This design comes from an exercise in tuning for small area, a short achievable clock period and few clock cycles per item on the open sky130 flow, not from production work.
Where RTL was checked, it was by simulation tests only, not by an equivalence proof against the original.
Power and IR drop assume default switching activity.

Setup of job 6606:
// ad983x_core
module ad983x_core (
    input  wire        clk,
    input  wire        rst,                 
    input  wire        cmd_valid,
    output reg         cmd_ready,
    input  wire [63:0] cmd,
    output reg         res_valid,
    output reg  [3:0]  res_code,
    output reg  [7:0]  res_err,
    output reg         sel_n,
    output reg         rst_line,
    output reg         xfer_req,
    output reg  [15:0] xfer_word,
    input  wire        xfer_ack,
    input  wire        xfer_fail,
    input  wire [7:0]  xfer_code
);
Size: roughly 1,100 cells after synthesis, roughly 180 flip-flops, about 0.010 mm^2 of cells after synthesis.
Settings: LEC_CHECK=0, CAP_MARGIN=20, CORE_MARGIN=2, CORE_UTILIZATION=65, CTS_BUF_LIST=sky130_fd_sc_hd__clkbuf_4 sky130_fd_sc_hd__clkbuf_8, SLEW_MARGIN=20; clock period 10.0 ns.
standard.sh (not shown) runs the stock make flow with config.mk's settings and CLKGATE_MAP_FILE= SYNTH_SCRIPT=/design/flow/synth_recipe.tcl, a recipe that flattens the netlist after the stock synthesis.
==> flow/flow/run.sh <==
#!/bin/bash
# Standard layout, with timing repair aiming further below the clock period
# and plain buffers on the ports.
set -euo pipefail
export SETUP_SLACK_MARGIN=6.5
export BUFFER_PORTS_ARGS="-buffer_cell sky130_fd_sc_hd__buf_1"
bash standard.sh > standard_flow.log 2>&1
Testbench counts of job 6606, summed over its fixed seeds: cycles 65,231, commands 3,208.
> inputs changed (job 6606 -> job 6548)
diff --git a/flow/flow/run.sh b/flow/flow/run.sh
--- a/flow/flow/run.sh
+++ b/flow/flow/run.sh
@@ -5 +5 @@
-export SETUP_SLACK_MARGIN=6.5
+export SETUP_SLACK_MARGIN=7.0
Notes after the runs:
- The flow did not stop early for job 6606: all stages ran, and the layout cleared the timing, DRC and antenna checks.
- Job 6548 finished every step from synthesis to the final layout, and the layout passed the timing, DRC and antenna checks.
- Between job 6548 and job 6606, worst relative slew slack is lower for job 6548, job 6606 comes in above that.
- Via-per-instance ratio ends up lower on job 6548.
- Re final cell utilization of the core: job 6606 was lower than job 6548.
- Job 6548 gives less final critical path time including I/O delays and setup than job 6606 did.
- Job 6606 -> job 6548: number of global-route vias before repair flat
- Diff job 6606 -> job 6548 | global-route usage | decrease of 0.38 points
- The cell count after placement was comparable across job 6548 and job 6606.
- On wire length, job 6548 and job 6606 are neck and neck.
- Standard cell with the maximum stage delay on the critical path = buf_4: job 6606; standard cell with the maximum stage delay on the critical path = edfxtp_1: job 6548
- Clock-buffer cell count: job 6548 vs job 6606 up 1
- [compare] base=job 6606 new=job 6548: power has increased; final non-filler cell area went up 4.7%.

Another version of the RTL of ad983x_core (not shown whole).
Size: about 1100 cells after synthesis, roughly 110 I/O pins, roughly 0.010 mm2 of cells after synthesis.
export LEC_CHECK = 0
export CAP_MARGIN = 5
export CORE_MARGIN = 2
export CORE_UTILIZATION = 65
export CTS_BUF_LIST = sky130_fd_sc_hd__clkbuf_4 sky130_fd_sc_hd__clkbuf_8
export SLEW_MARGIN = 5
create_clock -name core_clock -period 10.0 [get_ports {clk}]
==> flow/flow/run.sh <==
#!/bin/bash
# Standard layout, with timing repair aiming further below the clock period
# and plain buffers on the ports.
set -euo pipefail
export SETUP_SLACK_MARGIN=7.0
export BUFFER_PORTS_ARGS="-buffer_cell sky130_fd_sc_hd__buf_1"
bash standard.sh > standard_flow.log 2>&1
The baseline ran to the end with no violations.
Testbench counts at the start, summed over its fixed seeds: cycles 64,969, commands 3,208.
Rerun with:
Settings changed: CAP_MARGIN 5 to 20, SLEW_MARGIN 5 to 20.
=> The changed run produced a clean layout; clock-buffer cell count is unchanged; combinational power came out lower by about 2%; global-route usage stays the same; via count is about the same; worst setup slack is better by 8.5 ps; wire length shrinks by 0.39%; cell count barely changes.
Rerun with:
Settings changed: CORE_UTILIZATION 65 to 72.
What happened: The new run finished clean; register-to-register slack loses 210 ps; cell count came out lower by 1.7%; fmax came out lower by 3.9%; sequential share of layout area came out lower by 0.41 points; worst setup slack loses 120 ps.
Rerun with:
--- a/flow/flow/run.sh
+++ b/flow/flow/run.sh
@@ -5 +5 @@
-export SETUP_SLACK_MARGIN=7.0
+export SETUP_SLACK_MARGIN=6.8
Settings changed: CORE_UTILIZATION 72 to 65.
Result: The changed run completed without violations; design area went down by 3.7%; global-route usage went down by 5.0 points; setup slack is better by 82 ps; fmax goes up by 2.6%; final cell count went up by 0.50%; count of clock-buffer cells in the layout goes up by 1; clock skew stays flat; non-clock buffer count is lower by 22; wire length decreases by 8.8%; via count shrinks by 6.9%.

## old
ad983x_core, a different RTL version from the one above (not shown whole).
Size: about 1100 cells after synthesis, about 170 flip-flops, about 110 I/O pins, ~10000 sq um of cells after synthesis.
// ad983x_core
module ad983x_core #(
    parameter NSTEP = 1                     
) (
    input  wire        clk,
    input  wire        rst,                 
    input  wire        cmd_valid,
    output reg         cmd_ready,
    input  wire [63:0] cmd,
    output reg         res_valid,
    output reg  [3:0]  res_code,
    output reg  [7:0]  res_err,
    output reg         sel_n,
    output reg         rst_line,
    output reg         xfer_req,
    output reg  [15:0] xfer_word,
    input  wire        xfer_ack,
    input  wire        xfer_fail,
    input  wire [7:0]  xfer_code
);
export LEC_CHECK = 0
export CAP_MARGIN = 20
export CORE_MARGIN = 2
export CORE_UTILIZATION = 55
export CTS_BUF_LIST = sky130_fd_sc_hd__clkbuf_4 sky130_fd_sc_hd__clkbuf_8
export SLEW_MARGIN = 20
create_clock -name core_clock -period 10.0 [get_ports {clk}]
==> flow/flow/run.sh <==
#!/bin/bash
# Standard layout, with timing repair aiming further below the clock period
# and plain buffers on the ports.
set -euo pipefail
export SETUP_SLACK_MARGIN=6.5
export BUFFER_PORTS_ARGS="-buffer_cell sky130_fd_sc_hd__buf_1"
bash standard.sh > standard_flow.log 2>&1
old ran to completion and came out clean on the timing, DRC and antenna checks.
Testbench counts of old, summed over its fixed seeds: cycles 69,016, commands 3,208.
Inputs modified between old and new:
# old
export LEC_CHECK = 0
export CAP_MARGIN = 20
export CORE_MARGIN = 2
export CORE_UTILIZATION = 55
export CTS_BUF_LIST = sky130_fd_sc_hd__clkbuf_4 sky130_fd_sc_hd__clkbuf_8
export SLEW_MARGIN = 20
create_clock -name core_clock -period 10.0 [get_ports {clk}]
# new
export LEC_CHECK = 0
export CAP_MARGIN = 20
export CORE_MARGIN = 2
export CORE_UTILIZATION = 65
export CTS_BUF_LIST = sky130_fd_sc_hd__clkbuf_4 sky130_fd_sc_hd__clkbuf_8
export SLEW_MARGIN = 20
create_clock -name core_clock -period 10.0 [get_ports {clk}]
diff --git a/flow/flow/run.sh b/flow/flow/run.sh
--- a/flow/flow/run.sh
+++ b/flow/flow/run.sh
@@ -5 +5 @@
-export SETUP_SLACK_MARGIN=6.5
+export SETUP_SLACK_MARGIN=7.0
Notes after the runs:
new went all the way through the flow, and no timing, DRC or antenna check failed.
Relative to old, the portion of the layout cell area used by clock cells of new is higher by 0.29 points.
Summary of new over old: total length of routed wires went up by about 14%, post-CTS repair timing setup buffer count now sits higher, power per unit of standard cell area +about 5.5%, clock network power consumption moved up.
Between old and new, the cell count went up.
new ended up with xfer_word[5] as its timing endpoint of the critical path; old ended up with xfer_word[10].
Delta (new minus old): number of clock-tree buffers in the layout has increased, fraction of the cycle the final worst path needs lower, worst clock skew now sits at about the same level.
Relative area change from synthesis to final layout is lower on old
Compared with old, new shows a combinational power share that is 3.8 points higher.

Setup of pepper:
The RTL this note starts from:
==> flow/design.v <==
module ad983x_core (
    input  wire        clk,
    input  wire        rst,                 
    input  wire        cmd_valid,
    output reg         cmd_ready,           
    input  wire [63:0] cmd,
    output reg         res_valid,
    output reg  [3:0]  res_code,
    output reg  [7:0]  res_err,
    output reg         sel_n,
    output reg         rst_line,
    output reg         xfer_req,
    output reg  [15:0] xfer_word,
    input  wire        xfer_ack,
    input  wire        xfer_fail,
    input  wire [7:0]  xfer_code
);
    localparam [3:0] R_OK        = 4'd0,
                     R_BAD_CH    = 4'd1,
                     R_BAD_SHAPE = 4'd2,
                     R_FREQ_OOR  = 4'd3,
                     R_XFER_ERR  = 4'd4,
                     R_ILLEGAL   = 4'd5,
                     R_NOT_INIT  = 4'd6,
                     R_BAD_REF   = 4'd7,
                     R_DESYNC    = 4'd8;
    localparam [3:0] OP_INIT = 4'h1, OP_FREQ = 4'h2, OP_FREQW = 4'h3,
                     OP_PHASE = 4'h4, OP_SIGN = 4'h5, OP_MODE = 4'h6,
                     OP_SLEEP = 4'h7, OP_WAVE = 4'h8, OP_RESET = 4'h9;
    reg        inited;
    reg        desync;
    reg [31:0] ref_hz;
    reg [5:0]  shb;                         
    wire [15:0] shadow = {7'd0, 1'b1, shb[5:1], 1'b0, shb[0], 1'b0};
    reg        fw1;                         
    reg        gap;                         
    reg        rcnt_on;                     
    reg [2:0]  rcnt;
    reg        is_init;
    reg        nw4;                         
    reg [1:0]  widx;
    reg        ch;
    reg [31:0] rem;
    reg [29:0] sq;                          
    reg [4:0]  dcnt;                        
    reg        ovf;                         
    reg        seen0;                       
    reg        dspec;                       
    reg        duse;                        
    reg [63:0] cmd_r;
    reg        pv;                          
    reg        idle;                        
    wire [3:0]  op   = cmd_r[63:60];
    wire [7:0]  csel = cmd_r[59:52];
    wire [3:0]  rsv  = cmd_r[51:48];
    wire [47:0] data = cmd_r[47:0];
    wire rsv0   = (rsv == 4'd0);
    wire d0     = (data == 48'd0);
    wire sel0   = (csel == 8'd0);
    wire sel_h6 = (csel[7:2] == 6'd0);
    wire sel_h7 = (csel[7:1] == 7'd0);
    reg well_formed;
    always @(*) begin
        case (op)
            OP_INIT:  well_formed = sel0 && rsv0 && (data[47:32] == 16'd0);
            OP_FREQ:  well_formed = rsv0;
            OP_FREQW: well_formed = rsv0;
            OP_PHASE: well_formed = rsv0 && (data[47:12] == 36'd0);
            OP_SIGN:  well_formed = sel_h6 && rsv0 && d0;
            OP_MODE:  well_formed = sel_h7 && rsv0 && d0;
            OP_SLEEP: well_formed = sel_h6 && rsv0 && d0;
            OP_WAVE:  well_formed = rsv0 && d0;
            OP_RESET: well_formed = sel0 && rsv0 && d0;
            default:  well_formed = 1'b0;
        endcase
    end
    reg        refuse;
    reg [3:0]  rcode;
    always @(*) begin
        refuse = 1'b1;
        rcode  = R_OK;
        if (!well_formed)
            rcode = R_ILLEGAL;
        else if (op == OP_INIT) begin
            if (data[31:0] == 32'd0) rcode = R_BAD_REF;
            else refuse = 1'b0;
        end
        else if (!inited) rcode = R_NOT_INIT;
        else if (desync)  rcode = R_DESYNC;
        else if ((op == OP_FREQ || op == OP_FREQW || op == OP_PHASE) && !sel_h7)
            rcode = R_BAD_CH;
        else if (op == OP_WAVE && (!sel_h6 || csel[1:0] == 2'd3))
            rcode = R_BAD_SHAPE;
        else if (op == OP_FREQ && data[47])
            rcode = R_FREQ_OOR;
        else if (op == OP_FREQW && data[47:28] != 20'd0)
            rcode = R_FREQ_OOR;
        else
            refuse = 1'b0;
    end
    reg [5:0] shb_new;
    always @(*) begin
        shb_new = shb;
        case (op)
            OP_SIGN: case (csel[1:0])
                2'd0: shb_new[3:1] = 3'b000;
                2'd1: shb_new[3:1] = 3'b101;
                2'd2: shb_new[3:1] = 3'b100;
                default: shb_new[3:1] = 3'b111;
            endcase
            OP_MODE:  shb_new[0] = csel[0];
            OP_SLEEP: shb_new[5:4] = csel[1:0];
            default: case (csel[1:0])       
                2'd0: begin shb_new[3:1] = 3'b000; shb_new[0] = 1'b0; end
                2'd1: begin shb_new[3:1] = 3'b000; shb_new[0] = 1'b1; end
                default: begin shb_new[3:1] = 3'b111; shb_new[0] = 1'b0; end
            endcase
        endcase
    end
    wire [15:0] sh_new = {7'd0, 1'b1, shb_new[5:1], 1'b0, shb_new[0], 1'b0};
    wire accept = cmd_valid && cmd_ready;
    wire exec   = accept && !refuse;
    wire        dload   = pv && !dspec && !duse && (cmd_ready || op == OP_FREQ);
    wire        ddone   = (dcnt == 5'd30);
    wire [32:0] t       = {rem, sq[29]};
    wire [33:0] diff    = {1'b0, t} - {2'b00, ref_hz};
    wire        ge      = !diff[33];
    wire [27:0] fword   = sq[28:1] + {27'd0, sq[0]};
    wire [15:0] ftag    = ch ? 16'h8000 : 16'h4000;
    always @(posedge clk) begin
        if (dload) begin
            rem  <= {2'b00, data[46:17]};
            if (op == OP_FREQW) begin
                sq   <= {1'b0, data[27:0], 1'b0};
                dcnt <= 5'd30;
            end else begin
                sq   <= {data[16:0], 13'd0};
                dcnt <= 5'd0;
            end
            ovf   <= 1'b0;
            seen0 <= 1'b0;
        end else if (!ddone) begin
            rem  <= ge ? diff[31:0] : t[31:0];
            sq   <= {sq[28:0], ge};
            dcnt <= dcnt + 5'd1;
            if (dcnt == 5'd0) ovf <= ge;
            else if (!ge) seen0 <= 1'b1;
        end
    end
    always @(posedge clk) begin
        cmd_r <= cmd;
    end
    reg idle_nx;
    always @(*) begin
        idle_nx = idle;
        if (accept) idle_nx = refuse;
        if (rcnt_on && rcnt == 3'd7 && !is_init) idle_nx = 1'b1;
        if (fw1 && (ovf || (ddone && !seen0))) idle_nx = 1'b1;
        if (xfer_req && xfer_ack && (xfer_fail || !nw4 || widx == 2'd3)) idle_nx = 1'b1;
    end
    always @(posedge clk) begin
        if (rst) begin
            pv        <= 1'b0;
            cmd_ready <= 1'b0;
            idle      <= 1'b1;
        end else begin
            pv        <= cmd_valid && !accept;
            cmd_ready <= idle_nx && cmd_valid && !accept;
            idle      <= idle_nx;
        end
    end
    always @(posedge clk) begin
        res_err <= (xfer_req && xfer_ack && xfer_fail) ? xfer_code : 8'd0;
        if (rst) begin
            res_valid <= 1'b0;
            res_code  <= R_OK;
            sel_n     <= 1'b1;
            rst_line  <= 1'b0;
            xfer_req  <= 1'b0;
            inited    <= 1'b0;
            desync    <= 1'b0;
            fw1       <= 1'b0;
            gap       <= 1'b0;
            rcnt_on   <= 1'b0;
            dspec     <= 1'b0;
            duse      <= 1'b0;
        end else begin
            res_valid <= 1'b0;
            if (dload && !cmd_ready)
                dspec <= 1'b1;
            if (accept) begin
                dspec     <= 1'b0;
                res_valid <= refuse;
                res_code  <= rcode;
                widx      <= 2'd0;
                ch        <= csel[0];
                is_init   <= (op == OP_INIT);
                nw4       <= (op == OP_FREQ) || (op == OP_FREQW);
                rcnt      <= 3'd0;
                if (!refuse) begin
                    case (op)
                        OP_INIT: begin
                            ref_hz   <= data[31:0];
                            shb      <= 6'd0;
                            inited   <= 1'b1;
                            desync   <= 1'b0;
                            rst_line <= 1'b1;
                            rcnt_on  <= 1'b1;
                            xfer_word <= 16'h0100;
                        end
                        OP_RESET: begin
                            rst_line <= 1'b1;
                            rcnt_on  <= 1'b1;
                        end
                        OP_FREQ: begin
                            duse      <= 1'b1;
                            fw1       <= 1'b1;
                            xfer_word <= shadow | 16'h2000;
                        end
                        OP_FREQW: begin
                            duse      <= 1'b1;
                            sel_n     <= 1'b0;
                            xfer_req  <= 1'b1;
                            xfer_word <= shadow | 16'h2000;
                        end
                        OP_PHASE: begin
                            sel_n     <= 1'b0;
                            xfer_req  <= 1'b1;
                            xfer_word <= (csel[0] ? 16'hE000 : 16'hC000) | {4'd0, data[11:0]};
                        end
                        default: begin      
                            shb       <= shb_new;
                            sel_n     <= 1'b0;
                            xfer_req  <= 1'b1;
                            xfer_word <= sh_new;
                        end
                    endcase
                end
            end
            if (rcnt_on) begin
                rcnt <= rcnt + 3'd1;
                if (rcnt == 3'd7) begin
                    rcnt_on  <= 1'b0;
                    rst_line <= 1'b0;
                    if (is_init) begin
                        sel_n    <= 1'b0;
                        xfer_req <= 1'b1;
                    end else begin
                        res_valid <= 1'b1;
                        res_code  <= R_OK;
                    end
                end
            end
            if (fw1) begin
                if (ovf || (ddone && !seen0)) begin
                    fw1       <= 1'b0;
                    duse      <= 1'b0;
                    res_valid <= 1'b1;
                    res_code  <= R_FREQ_OOR;
                end else if (seen0) begin
                    fw1      <= 1'b0;
                    sel_n    <= 1'b0;
                    xfer_req <= 1'b1;
                end
            end
            if (xfer_req && xfer_ack) begin
                sel_n    <= 1'b1;
                xfer_req <= 1'b0;
                if (xfer_fail) begin
                    duse      <= 1'b0;
                    res_valid <= 1'b1;
                    res_code  <= R_XFER_ERR;
                    if (is_init) inited <= 1'b0;
                    else         desync <= 1'b1;
                end else if (!nw4 || widx == 2'd3) begin
                    res_valid <= 1'b1;
                    res_code  <= R_OK;
                end else begin
                    gap  <= 1'b1;
                    widx <= widx + 2'd1;
                end
            end
            if (gap) begin
                case (widx)
                    2'd1: if (ddone) begin
                        gap       <= 1'b0;
                        sel_n     <= 1'b0;
                        xfer_req  <= 1'b1;
                        xfer_word <= ftag | {2'b00, fword[13:0]};
                    end
                    2'd2: begin
                        gap       <= 1'b0;
                        duse      <= 1'b0;
                        sel_n     <= 1'b0;
                        xfer_req  <= 1'b1;
                        xfer_word <= ftag | {2'b00, fword[27:14]};
                    end
                    default: begin
                        gap       <= 1'b0;
                        sel_n     <= 1'b0;
                        xfer_req  <= 1'b1;
                        xfer_word <= shadow;
                    end
                endcase
            end
        end
    end
endmodule
make LEC_CHECK=0 CAP_MARGIN=20 CORE_MARGIN=2 CORE_UTILIZATION=40 SETUP_SLACK_MARGIN=5 SLEW_MARGIN=20 finish   # period 10.0 ns
run.sh (not shown) runs the stock make flow with config.mk's settings and CLKGATE_MAP_FILE= SYNTH_SCRIPT=/design/flow/synth_recipe.tcl, a recipe that flattens the netlist after the stock synthesis.
Stock flow here: none of the scripts above is used.
pepper was carried through to the last stage, and its layout satisfied the timing, DRC and antenna checks.
[inputs] cedar vs pepper
# pepper
export LEC_CHECK = 0
export CAP_MARGIN = 20
export CORE_MARGIN = 2
export CORE_UTILIZATION = 40
export SETUP_SLACK_MARGIN = 5
export SLEW_MARGIN = 20
create_clock -name core_clock -period 10.0 [get_ports {clk}]
# cedar
export LEC_CHECK = 0
export CAP_MARGIN = 20
export CORE_MARGIN = 2
export CORE_UTILIZATION = 40
export SLEW_MARGIN = 20
create_clock -name core_clock -period 10.0 [get_ports {clk}]
==> flow/flow/run.sh (new file) <==
#!/bin/bash
# Standard layout, with timing repair aiming further below the clock period.
set -euo pipefail
export SETUP_SLACK_MARGIN=6.5
bash standard.sh > standard_flow.log 2>&1
==> flow/standard.sh (new file) <==
#!/bin/bash
# synth_recipe.tcl (not shown) runs the flow's synth.tcl, then flattens the netlist and writes it again
# the make line also repeats each setting of config.mk as NAME=value (left out here)
make -C /OpenROAD-flow-scripts/flow DESIGN_CONFIG=/design/flow/config.mk WORK_HOME=/design/flow/orfs CLKGATE_MAP_FILE= SYNTH_SCRIPT=/design/flow/synth_recipe.tcl "${@:-finish}"
removed: flow/run.sh
Findings:
For pepper, the end of the critical path was ref_hz[29], unlike cedar, where it was xfer_word[6]. Delta (cedar minus pepper): largest net degree at the start of global routing essentially unchanged; relative area of non-clock buffer cells in the final design now larger; total of cells resized after clock tree synthesis picked up an extra 20. cedar: no failed stages, no open violations at the end.
Function was not checked in any run of this note: the RTL went through the layout flow alone.

-- port drivers added, routing unchanged --
The results above use ideal ports. As a check the final layouts listed here were re-extracted and re-timed, cells and wires unchanged. Step 1: set_driving_cell puts a clkbuf_16 on clk and a buf_2 on each other input, an assumption about the parent block. Step 2 adds t to the input delays and takes it off the output delays; t is the mean of the earliest and latest rising clock arrival at the registers after step 1. Input paths then give back, and output paths get back, about the clock's delay inside the block. a / b / c = ideal / step 1 / step 2; a / b = the first two.
run	t (ns)	setup slack, ns	worst setup path at the end	clock arrival spread, ns	worst data-port slew with drivers (ns)
job 6606	0.526	6.684 / 6.703 / 6.177	input to register	0.011 / 0.011	0.04
job 6548	0.514	6.929 / 6.887 / 6.520	input to register	0.013 / 0.013	0.04
the first run of note 2	0.512	6.923 / 6.880 / 6.577	input to register	0.015 / 0.015	0.05
the second run of note 2	0.506	6.931 / 6.889 / 6.575	input to register	0.016 / 0.016	0.05
the third run of note 2	0.517	6.806 / 6.806 / 6.492	input to register	0.014 / 0.014	0.04
the fourth run of note 2	0.504	6.889 / 6.857 / 6.404	input to register	0.014 / 0.015	0.04
old	0.507	6.560 / 6.570 / 6.063	input to register	0.016 / 0.016	0.06
new	0.530	6.911 / 6.869 / 6.485	input to register	0.018 / 0.019	0.05
pepper	0.581	5.875 / 5.903 / 5.322	input to register	0.032 / 0.031	0.04
cedar	0.595	6.492 / 6.513 / 5.918	input to register	0.022 / 0.022	0.05
After both steps every run listed still meets setup and hold. For cedar, which loses most, drivers alone change the setup slack by +0.021 ns; drivers and shift together by -0.574 ns.
